This design comes from an exercise in tuning for small area, a short achievable clock period and few clock cycles per item on the open sky130 flow, not from production work.
In this exercise RTL edits were held to simulation tests only and were not proved equivalent to the original.

==> run a <==
## qip_qnt
module qip_qnt (
    input  wire        clk,
    input  wire        rst,           
    input  wire        in_valid,
    output reg         in_ready,
    input  wire [2:0]  in_op,
    input  wire [23:0] in_data,
    input  wire        in_mix,        
    input  wire [6:0]  in_draw,       
    output reg         out_valid,
    input  wire        out_ready,
    output reg  [7:0]  out_byte,
    output wire [11:0] out_slot,
    output reg         out_last       
);
Settings: LEC_CHECK=0, ABC_AREA=1, CAP_MARGIN=20, CORE_MARGIN=2, CORE_UTILIZATION=70, CTS_BUF_LIST=sky130_fd_sc_hd__clkbuf_8, SLEW_MARGIN=20, SYNTH_HIERARCHICAL=1, SYNTH_MINIMUM_KEEP_SIZE=0; clock period 20.0 ns.
standard.sh (not shown) runs the stock make flow with config.mk's settings and CLKGATE_MAP_FILE= SYNTH_SCRIPT=/design/flow/synth_recipe.tcl, a recipe that flattens the netlist after the stock synthesis.
==> flow/flow/run.sh <==
#!/bin/bash
# Layout flow: the standard flow (standard.sh, unchanged synthesis), with
# the smallest buffers on the ports and timing repair aimed at a setup slack of
# 14.9 ns on the design's 20 ns clock (the SDC is the design's, unchanged).
# make's full output goes to flow_make.log here; ORFS keeps each step's own
# log under orfs/logs/.
set -euo pipefail
bash standard.sh \
  "BUFFER_PORTS_ARGS=-buffer_cell sky130_fd_sc_hd__buf_1" \
  SETUP_SLACK_MARGIN=14.9 \
  finish > flow_make.log 2>&1
==> inputs of run b, as changes to run a <==
--- a/flow/design.v
+++ b/flow/design.v
@@ -400,12 +400,13 @@
     wire [7:0] res_byte = {res_hi[7:2], ({2{is_pg}} & qq) | base};
     wire       res_push  = s1_op[2] | (s1_op[1] & s1_op[0]);
     wire       res_start = (s1_op == OP_START);
     reg       st_pend;           
     reg       v1, v2;
     reg [7:0] q1_byte, q2_byte;
+    reg       q1_st, q2_st;
     reg [4:0] yc;                
     wire pop = out_valid && out_ready;
     reg  [8:0] sh;               
     assign out_slot = {sh, yc[2:0]};
     wire       y_m3  = yc[1] & yc[0];
     wire       y_23  = y_m3 & yc[4] & yc[2];
@@ -437,48 +438,48 @@
     wire [8:0] nsh   = {nh_hi, ls};
     wire [4:0] y5    = yc + 5'd5;
     wire [4:0] nyc   = (yc[4] & (yc[2] | (yc[1] & yc[0]))) ? y5 - 5'd24 : y5;    
     wire       ld_skid = v1;
     wire [7:0] ld_byte = {ld_skid ? q1_byte[7:2] : res_hi[7:2],
                           ({2{!ld_skid && is_pg}} & qq) | (ld_skid ? q1_byte[1:0] : base)};
-    wire       ld_st   = !ld_skid && st_pend;
+    wire       ld_st   = ld_skid ? q1_st : st_pend;
     wire head_free = !out_valid || pop;
     wire       q1_take = pop ? !v2 : !v1;
     wire [7:0] q1_keep = pop ? q2_byte : q1_byte;
     wire ld_head   = head_free && (v1 || res_push);
     wire v1_n = pop ? (v2 || (v1 && res_push)) : (v1 || (out_valid && res_push));
     wire v2_n = pop ? (v2 && res_push) : (v2 || (v1 && res_push));
-    wire out_valid_n = (out_valid && !pop) || v1 || res_push;
     always @(posedge clk) begin
         if (ld_head) begin
             out_byte <= ld_byte;
             sh       <= ld_st ? 9'd3 : nsh;
             yc       <= ld_st ? 5'd0 : nyc;
             out_last <= !ld_st && (yc == 5'd14);            
         end
         q1_byte <= {q1_take ? res_hi[7:2] : q1_keep[7:2],
                     ({2{q1_take && is_pg}} & qq) | (q1_take ? base : q1_keep[1:0])};
-        if (!(v2 && !pop))
+        q1_st   <= q1_take ? st_pend : (pop ? q2_st : q1_st);
+        if (!(v2 && !pop)) begin
             q2_byte <= res_byte;
+            q2_st   <= st_pend;
+        end
         if (rst) begin
             out_valid <= 1'b0;
             v1        <= 1'b0;
             v2        <= 1'b0;
             st_pend   <= 1'b1;
             in_ready  <= 1'b1;
         end else begin
-            out_valid <= out_valid_n;
+            out_valid <= (out_valid && !pop) || v1 || res_push;
             v1        <= v1_n;
             v2        <= v2_n;
             if (res_start)
                 st_pend <= 1'b1;
             else if (res_push)
                 st_pend <= 1'b0;
-            in_ready  <= !v2_n && !(v1_n && accept && in_push) &&
-                         !(accept && (in_op == OP_START)) &&
-                         !((res_start || (st_pend && !res_push)) && (out_valid_n || v1_n));
+            in_ready  <= !v2_n && !(v1_n && accept && in_push);
         end
     end
 endmodule
 module qfa (input wire a, input wire b, input wire c, output wire s, output wire co);
     assign s  = a ^ b ^ c;
     assign co = (a & b) | (a & c) | (b & c);
Settings changed: CORE_UTILIZATION 70 to 60.
==> inputs of run c, as changes to run a <==
--- a/flow/design.v
+++ b/flow/design.v
@@ -400,12 +400,13 @@
     wire [7:0] res_byte = {res_hi[7:2], ({2{is_pg}} & qq) | base};
     wire       res_push  = s1_op[2] | (s1_op[1] & s1_op[0]);
     wire       res_start = (s1_op == OP_START);
     reg       st_pend;           
     reg       v1, v2;
     reg [7:0] q1_byte, q2_byte;
+    reg       q1_st, q2_st;
     reg [4:0] yc;                
     wire pop = out_valid && out_ready;
     reg  [8:0] sh;               
     assign out_slot = {sh, yc[2:0]};
     wire       y_m3  = yc[1] & yc[0];
     wire       y_23  = y_m3 & yc[4] & yc[2];
@@ -437,48 +438,48 @@
     wire [8:0] nsh   = {nh_hi, ls};
     wire [4:0] y5    = yc + 5'd5;
     wire [4:0] nyc   = (yc[4] & (yc[2] | (yc[1] & yc[0]))) ? y5 - 5'd24 : y5;    
     wire       ld_skid = v1;
     wire [7:0] ld_byte = {ld_skid ? q1_byte[7:2] : res_hi[7:2],
                           ({2{!ld_skid && is_pg}} & qq) | (ld_skid ? q1_byte[1:0] : base)};
-    wire       ld_st   = !ld_skid && st_pend;
+    wire       ld_st   = ld_skid ? q1_st : st_pend;
     wire head_free = !out_valid || pop;
     wire       q1_take = pop ? !v2 : !v1;
     wire [7:0] q1_keep = pop ? q2_byte : q1_byte;
     wire ld_head   = head_free && (v1 || res_push);
     wire v1_n = pop ? (v2 || (v1 && res_push)) : (v1 || (out_valid && res_push));
     wire v2_n = pop ? (v2 && res_push) : (v2 || (v1 && res_push));
-    wire out_valid_n = (out_valid && !pop) || v1 || res_push;
     always @(posedge clk) begin
         if (ld_head) begin
             out_byte <= ld_byte;
             sh       <= ld_st ? 9'd3 : nsh;
             yc       <= ld_st ? 5'd0 : nyc;
             out_last <= !ld_st && (yc == 5'd14);            
         end
         q1_byte <= {q1_take ? res_hi[7:2] : q1_keep[7:2],
                     ({2{q1_take && is_pg}} & qq) | (q1_take ? base : q1_keep[1:0])};
-        if (!(v2 && !pop))
+        q1_st   <= q1_take ? st_pend : (pop ? q2_st : q1_st);
+        if (!(v2 && !pop)) begin
             q2_byte <= res_byte;
+            q2_st   <= st_pend;
+        end
         if (rst) begin
             out_valid <= 1'b0;
             v1        <= 1'b0;
             v2        <= 1'b0;
             st_pend   <= 1'b1;
             in_ready  <= 1'b1;
         end else begin
-            out_valid <= out_valid_n;
+            out_valid <= (out_valid && !pop) || v1 || res_push;
             v1        <= v1_n;
             v2        <= v2_n;
             if (res_start)
                 st_pend <= 1'b1;
             else if (res_push)
                 st_pend <= 1'b0;
-            in_ready  <= !v2_n && !(v1_n && accept && in_push) &&
-                         !(accept && (in_op == OP_START)) &&
-                         !((res_start || (st_pend && !res_push)) && (out_valid_n || v1_n));
+            in_ready  <= !v2_n && !(v1_n && accept && in_push);
         end
     end
 endmodule
 module qfa (input wire a, input wire b, input wire c, output wire s, output wire co);
     assign s  = a ^ b ^ c;
     assign co = (a & b) | (a & c) | (b & c);
==> flow/flow/run.sh (replaced) <==
#!/bin/bash
# Layout flow: the standard flow (standard.sh, unchanged synthesis), with
# the smallest buffers on the ports and timing repair aimed at a setup slack of
# 14.95 ns on the design's 20 ns clock (the SDC is the design's, unchanged).
# make's full output goes to flow_make.log here; ORFS keeps each step's own
# log under orfs/logs/.
set -euo pipefail
bash standard.sh \
  "BUFFER_PORTS_ARGS=-buffer_cell sky130_fd_sc_hd__buf_1" \
  SETUP_SLACK_MARGIN=14.95 \
  finish > flow_make.log 2>&1
Settings changed: CORE_UTILIZATION 70 to 65.
==> results.txt <==
Fraction of the mapped netlist area in compound gates: run a 8.17%; run c 8.37%; run b 8.37%
Worst flop-to-flop path endpoint: run a out_byte[0]; run c out_byte[0]; run b q2_byte[0]
Post-route setup slack: run a 14.98 ns; run c 15.00 ns; run b 14.96 ns
Worst slack at placement: run a 14.54 ns; run c 14.55 ns; run b 14.56 ns
Period utilisation layout: run a 25.1%; run c 25.0%; run b 25.2%
Clk sink count: run a 86; run c 88; run b 88
Clock-pin slew on the worst setup and hold paths: run a 0.10 ns; run c 0.10 ns; run b 0.09 ns
CP Max Fanout: run a 5; run c 5; run b 7
Global-route wire length before repair: run a 24.0 mm; run c 24.8 mm; run b 24.5 mm
Buffer count from post-CTS setup fixing: run a 0; run c 1; run b 0
Post-cts sizing count: run a 4; run c 6; run b 4
Peak Freq: run a 199 MHz; run c 200 MHz; run b 199 MHz
Footprint of the flip-flops and latches: run a 0.00211 mm^2; run c 0.00218 mm^2; run b 0.00216 mm^2
Sequential share of cell area: run a 27.7%; run c 28.3%; run b 28.5%
Synthesized-area fraction occupied by adder cells: run a 33.6%; run c 33.2%; run b 33.2%
Outcome: run a complete, no violations; run c complete, no violations; run b complete, no violations
Final core utilization: run a 79.0%; run c 74.6%; run b 66.8%
Count of flip-flops with a built-in enable after synthesis: run a 37; run c 39; run b 39
Number of cells on the worst hold path: run a 2; run c 0; run b 0
Net count after synthesis: run a 957; run c 964; run b 964
Die outline area: run a 0.0106 mm^2; run c 0.0115 mm^2; run b 0.0124 mm^2
Number of global-route vias before repair: run a 5,164; run c 5,488; run b 5,335
Synth top area share: run a 22.5%; run c 22.2%; run b 22.2%
Testbench counts of run a, summed over its fixed seeds: cycles 32,024, items 31,428.
Testbench counts of run b, summed over its fixed seeds: cycles 32,016, items 31,428.
Testbench counts of run c, summed over its fixed seeds: cycles 32,016, items 31,428.

---

==> run E <==
qip_qnt, a different RTL version from the one above (not shown whole).
==> flow/config.mk <==
export PLATFORM = sky130hd
export DESIGN_NAME = qip_qnt
export DESIGN_NICKNAME = qip_qnt
export VERILOG_FILES = /design/flow/design.v
export SDC_FILE = /design/flow/constraint.sdc
export NUM_CORES = 4
export LEC_CHECK = 0
export CAP_MARGIN = 20
export CORE_MARGIN = 2
export CORE_UTILIZATION = 50
export CTS_BUF_LIST = sky130_fd_sc_hd__clkbuf_8
export SLEW_MARGIN = 20
export SYNTH_HIERARCHICAL = 1
export SYNTH_MINIMUM_KEEP_SIZE = 0
==> flow/constraint.sdc <==
create_clock -name core_clock -period 20.0 [get_ports {clk}]
set_input_delay 4.0000 -clock core_clock [delete_from_list [all_inputs] [get_ports {clk}]]
set_output_delay 4.0000 -clock core_clock [all_outputs]
set_load 0.01 [all_outputs]
==> flow/flow/run.sh <==
#!/bin/bash
# Layout flow: the standard flow (standard.sh, unchanged synthesis), with
# small buffers on the ports and timing repair aimed at a setup slack of
# 14.6 ns on the design's 20 ns clock (the SDC is the design's, unchanged).
# make's full output goes to flow_make.log here; ORFS keeps each step's own
# log under orfs/logs/.
set -euo pipefail
bash standard.sh \
  "BUFFER_PORTS_ARGS=-buffer_cell sky130_fd_sc_hd__buf_2" \
  SETUP_SLACK_MARGIN=14.6 \
  finish > flow_make.log 2>&1
==> run X: changes against run E <==
--- a/flow/design.v
+++ b/flow/design.v
@@ -7,15 +7,15 @@
     input  wire [23:0] in_data,
     input  wire        in_mix,        
     input  wire [6:0]  in_draw,       
     output reg         out_valid,
     input  wire        out_ready,
     output reg  [7:0]  out_byte,
     output wire [11:0] out_slot,
-    output wire        out_last       
+    output reg         out_last       
 );
     localparam [2:0] OP_START    = 3'd0;
     localparam [2:0] OP_TRKBEGIN = 3'd1;
     localparam [2:0] OP_TRKEND   = 3'd2;
     localparam [2:0] OP_PUSHP    = 3'd3;
     localparam [2:0] OP_PUSHG    = 3'd4;
     localparam [2:0] OP_PUSHS    = 3'd5;
@@ -401,22 +401,22 @@
     wire [7:0] res_byte = {res_hi[7:2], ({2{is_pg}} & qq) | base};
     wire       res_push  = s1_op[2] | (s1_op[1] & s1_op[0]);
     wire       res_start = (s1_op == OP_START);
     reg       st_pend;           
     reg       v1, v2;
     reg [7:0] q1_byte, q2_byte;
     reg       q1_st, q2_st;
-    reg [4:0] kc;                
-    assign out_last = kc[4] & kc[2] & kc[1] & kc[0];    
+    reg [4:0] yc;                
     wire pop = out_valid && out_ready;
     reg  [8:0] sh;               
-    assign out_slot = {sh, kc[2] ^ kc[0], kc[1], kc[0]};
-    localparam [31:0] E0 = 32'h002d6735, E1 = 32'h00252525, E2 = 32'h005a1042,
-                      E3 = 32'h00808888, E4 = 32'h00888888;
-    wire [4:0] e = {E4[kc], E3[kc], E2[kc], E1[kc], E0[kc]};
+    assign out_slot = {sh, yc[2:0]};
+    wire       y_m3  = yc[1] & yc[0];
+    wire       y_23  = y_m3 & yc[4] & yc[2];
+    wire [4:0] e     = y_m3 ? (y_23 ? 5'b10101 : 5'b11000) :
+                       !yc[2] ? 5'd3 : yc[4] ? 5'd1 : 5'd4;
     wire [4:0] lc;
     wire [3:0] ls;
     assign lc[0] = 1'b0;
     genvar gi;
     generate
         for (gi = 0; gi < 4; gi = gi + 1) begin : g_lo
             assign ls[gi]   = sh[gi] ^ e[gi] ^ lc[gi];
@@ -433,32 +433,32 @@
             assign ht[gi+1] = (sh[gi+4] ^ e[4]) & ht[gi];
         end
     endgenerate
     wire       pwrap = !e[4] && c4 && sh[8] && sh[6];           
     wire       nwrap = e[4] && !c4 && !(|sh[8:4]);              
     wire [4:0] nh_hi = nwrap ? 5'b10100 : pwrap ? 5'b00000 : hs;
     wire [8:0] nsh   = {nh_hi, ls};
-    wire       kc23  = kc[4] & kc[2] & kc[1] & kc[0];
-    wire [4:0] nkc   = kc23 ? 5'd0 : {kc[4] ^ (&kc[3:0]), kc[3] ^ (&kc[2:0]), kc[2] ^ (&kc[1:0]),
-                                       kc[1] ^ kc[0], ~kc[0]};
+    wire [4:0] y5    = yc + 5'd5;
+    wire [4:0] nyc   = (yc[4] & (yc[2] | (yc[1] & yc[0]))) ? y5 - 5'd24 : y5;    
     wire       ld_skid = v1;
     wire [7:0] ld_byte = {ld_skid ? q1_byte[7:2] : res_hi[7:2],
                           ({2{!ld_skid && is_pg}} & qq) | (ld_skid ? q1_byte[1:0] : base)};
     wire       ld_st   = ld_skid ? q1_st : st_pend;
     wire head_free = !out_valid || pop;
     wire       q1_take = pop ? !v2 : !v1;
     wire [7:0] q1_keep = pop ? q2_byte : q1_byte;
     wire ld_head   = head_free && (v1 || res_push);
     wire v1_n = pop ? (v2 || (v1 && res_push)) : (v1 || (out_valid && res_push));
     wire v2_n = pop ? (v2 && res_push) : (v2 || (v1 && res_push));
     always @(posedge clk) begin
         if (ld_head) begin
             out_byte <= ld_byte;
             sh       <= ld_st ? 9'd3 : nsh;
-            kc       <= ld_st ? 5'd0 : nkc;
+            yc       <= ld_st ? 5'd0 : nyc;
+            out_last <= !ld_st && (yc == 5'd14);            
         end
         q1_byte <= {q1_take ? res_hi[7:2] : q1_keep[7:2],
                     ({2{q1_take && is_pg}} & qq) | (q1_take ? base : q1_keep[1:0])};
         q1_st   <= q1_take ? st_pend : (pop ? q2_st : q1_st);
         if (!(v2 && !pop)) begin
             q2_byte <= res_byte;
             q2_st   <= st_pend;
==> flow/run.sh (new file) <==
#!/bin/bash
# synth_recipe.tcl (not shown) runs the flow's synth.tcl, then flattens the netlist and writes it again
# the make line also repeats each setting of config.mk as NAME=value (left out here)
make -C /OpenROAD-flow-scripts/flow DESIGN_CONFIG=/design/flow/config.mk WORK_HOME=/design/flow/orfs CLKGATE_MAP_FILE= SYNTH_SCRIPT=/design/flow/synth_recipe.tcl finish
ABC_AREA = 1   (was default)
CORE_UTILIZATION = 60   (was 50)
SETUP_SLACK_MARGIN = 5   (was default)
removed: flow/flow/run.sh
removed: flow/standard.sh
==> run K: changes against run E <==
--- a/flow/design.v
+++ b/flow/design.v
@@ -7,15 +7,15 @@
     input  wire [23:0] in_data,
     input  wire        in_mix,        
     input  wire [6:0]  in_draw,       
     output reg         out_valid,
     input  wire        out_ready,
     output reg  [7:0]  out_byte,
     output wire [11:0] out_slot,
-    output wire        out_last       
+    output reg         out_last       
 );
     localparam [2:0] OP_START    = 3'd0;
     localparam [2:0] OP_TRKBEGIN = 3'd1;
     localparam [2:0] OP_TRKEND   = 3'd2;
     localparam [2:0] OP_PUSHP    = 3'd3;
     localparam [2:0] OP_PUSHG    = 3'd4;
     localparam [2:0] OP_PUSHS    = 3'd5;
@@ -401,22 +401,22 @@
     wire [7:0] res_byte = {res_hi[7:2], ({2{is_pg}} & qq) | base};
     wire       res_push  = s1_op[2] | (s1_op[1] & s1_op[0]);
     wire       res_start = (s1_op == OP_START);
     reg       st_pend;           
     reg       v1, v2;
     reg [7:0] q1_byte, q2_byte;
     reg       q1_st, q2_st;
-    reg [4:0] kc;                
-    assign out_last = kc[4] & kc[2] & kc[1] & kc[0];    
+    reg [4:0] yc;                
     wire pop = out_valid && out_ready;
     reg  [8:0] sh;               
-    assign out_slot = {sh, kc[2] ^ kc[0], kc[1], kc[0]};
-    localparam [31:0] E0 = 32'h002d6735, E1 = 32'h00252525, E2 = 32'h005a1042,
-                      E3 = 32'h00808888, E4 = 32'h00888888;
-    wire [4:0] e = {E4[kc], E3[kc], E2[kc], E1[kc], E0[kc]};
+    assign out_slot = {sh, yc[2:0]};
+    wire       y_m3  = yc[1] & yc[0];
+    wire       y_23  = y_m3 & yc[4] & yc[2];
+    wire [4:0] e     = y_m3 ? (y_23 ? 5'b10101 : 5'b11000) :
+                       !yc[2] ? 5'd3 : yc[4] ? 5'd1 : 5'd4;
     wire [4:0] lc;
     wire [3:0] ls;
     assign lc[0] = 1'b0;
     genvar gi;
     generate
         for (gi = 0; gi < 4; gi = gi + 1) begin : g_lo
             assign ls[gi]   = sh[gi] ^ e[gi] ^ lc[gi];
@@ -433,32 +433,32 @@
             assign ht[gi+1] = (sh[gi+4] ^ e[4]) & ht[gi];
         end
     endgenerate
     wire       pwrap = !e[4] && c4 && sh[8] && sh[6];           
     wire       nwrap = e[4] && !c4 && !(|sh[8:4]);              
     wire [4:0] nh_hi = nwrap ? 5'b10100 : pwrap ? 5'b00000 : hs;
     wire [8:0] nsh   = {nh_hi, ls};
-    wire       kc23  = kc[4] & kc[2] & kc[1] & kc[0];
-    wire [4:0] nkc   = kc23 ? 5'd0 : {kc[4] ^ (&kc[3:0]), kc[3] ^ (&kc[2:0]), kc[2] ^ (&kc[1:0]),
-                                       kc[1] ^ kc[0], ~kc[0]};
+    wire [4:0] y5    = yc + 5'd5;
+    wire [4:0] nyc   = (yc[4] & (yc[2] | (yc[1] & yc[0]))) ? y5 - 5'd24 : y5;    
     wire       ld_skid = v1;
     wire [7:0] ld_byte = {ld_skid ? q1_byte[7:2] : res_hi[7:2],
                           ({2{!ld_skid && is_pg}} & qq) | (ld_skid ? q1_byte[1:0] : base)};
     wire       ld_st   = ld_skid ? q1_st : st_pend;
     wire head_free = !out_valid || pop;
     wire       q1_take = pop ? !v2 : !v1;
     wire [7:0] q1_keep = pop ? q2_byte : q1_byte;
     wire ld_head   = head_free && (v1 || res_push);
     wire v1_n = pop ? (v2 || (v1 && res_push)) : (v1 || (out_valid && res_push));
     wire v2_n = pop ? (v2 && res_push) : (v2 || (v1 && res_push));
     always @(posedge clk) begin
         if (ld_head) begin
             out_byte <= ld_byte;
             sh       <= ld_st ? 9'd3 : nsh;
-            kc       <= ld_st ? 5'd0 : nkc;
+            yc       <= ld_st ? 5'd0 : nyc;
+            out_last <= !ld_st && (yc == 5'd14);            
         end
         q1_byte <= {q1_take ? res_hi[7:2] : q1_keep[7:2],
                     ({2{q1_take && is_pg}} & qq) | (q1_take ? base : q1_keep[1:0])};
         q1_st   <= q1_take ? st_pend : (pop ? q2_st : q1_st);
         if (!(v2 && !pop)) begin
             q2_byte <= res_byte;
             q2_st   <= st_pend;
==> flow/flow/run.sh (replaced) <==
#!/bin/bash
# Layout flow: the standard flow (standard.sh, unchanged synthesis), with
# the smallest buffers on the ports and timing repair aimed at a setup slack of
# 14.9 ns on the design's 20 ns clock (the SDC is the design's, unchanged).
# make's full output goes to flow_make.log here; ORFS keeps each step's own
# log under orfs/logs/.
set -euo pipefail
bash standard.sh \
  "BUFFER_PORTS_ARGS=-buffer_cell sky130_fd_sc_hd__buf_1" \
  SETUP_SLACK_MARGIN=14.9 \
  finish > flow_make.log 2>&1
ABC_AREA = 1   (was default)
CORE_UTILIZATION = 60   (was 50)
==> comparison table <==
	run E	run K	run X
Flip-flop and latch share of the layout cell area	26.4%	27.6%	26.3%
Routed length on met2	7920 µm	7180 µm	7520 µm
Total of plain and repair buffers excluding clock buffers	74	63	62
Largest clock skew in the final design	9.62 ps	10.9 ps	9.07 ps
Leading cell type by number of instances after synthesis	fa_1	nand2_1	nand2_1
Relative slew slack	49.9%	62.2%	41.1%
Total die area	0.0156 mm²	0.0129 mm²	0.0129 mm²
Required time reported for the critical path endpoint	16000 ps	16000 ps	20130 ps
Multi-input logic cell count	534	574	574
Sequential cell area	0.00218 mm²	0.00216 mm²	0.00215 mm²
Number of distinct library cell variants in the gate-level netlist after synthesis	60	36	36
Detailed-route wire length on metal 1	7530 µm	7050 µm	7000 µm
Share of the core filled with cells in the final layout	57.1%	66.2%	69.1%
Slowest stage cell, crit path	edfxtp_1	edfxtp_1	clkdlybuf4s50_1
Xor and xnor area share after synthesis	1.56%	0.848%	0.848%
Number of signal-net inverters in the final layout	76	128	128
Placeable core region	0.0144 mm²	0.0119 mm²	0.0119 mm²
Mean routed wirelength per cell	16.9 µm	15.1 µm	15.4 µm
Wire length of the first global-routing pass	26900 µm	26100 µm	26500 µm
Outcome	complete, no violations	complete, no violations	complete, no violations
Worst setup EP type	primary output	primary output	flip-flop
Testbench counts of run E, summed over its fixed seeds: cycles 32,016, items 31,428.
Testbench counts of run X, summed over its fixed seeds: cycles 32,016, items 31,428.
Testbench counts of run K, summed over its fixed seeds: cycles 32,016, items 31,428.

[static timing again, ports no longer ideal]
In the flow no input, the clock included, has a driving cell. The finished layouts below were timed again as built, in two steps.
Step 1 sets driving cells, clkbuf_16 on the clock port and buf_2 on the other inputs (assumed; they add their load-dependent delay and slew).
Step 2 times the ports against the registers' clock, not the clock port: input delays grow and output delays shrink by t, the midpoint of the rising clock arrivals with the driver on.
Three values: ideal ports, drivers, drivers and shift; two values: the first two.
| run | t (ns) | setup WS [ns] | hold slack, ns |
|---|---|---|---|
| run a | 0.388 | 14.979 / 14.949 / 14.639 | 0.514 / 0.514 / 0.514 |
| run b | 0.393 | 14.963 / 14.931 / 14.689 | 0.488 / 0.488 / 0.488 |
| run c | 0.390 | 15.005 / 14.972 / 14.708 | 0.500 / 0.500 / 0.500 |
| run E | 0.404 | 14.722 / 14.685 / 14.396 | 0.483 / 0.483 / 0.483 |
| run X | 0.397 | 14.504 / 14.501 / 14.104 | 0.481 / 0.481 / 0.481 |
| run K | 0.398 | 14.974 / 14.937 / 14.637 | 0.511 / 0.511 / 0.511 |
After both steps setup and hold are still met in every run listed. For run X, which loses most, drivers alone change the setup slack by -0.003 ns; drivers and shift together by -0.400 ns.
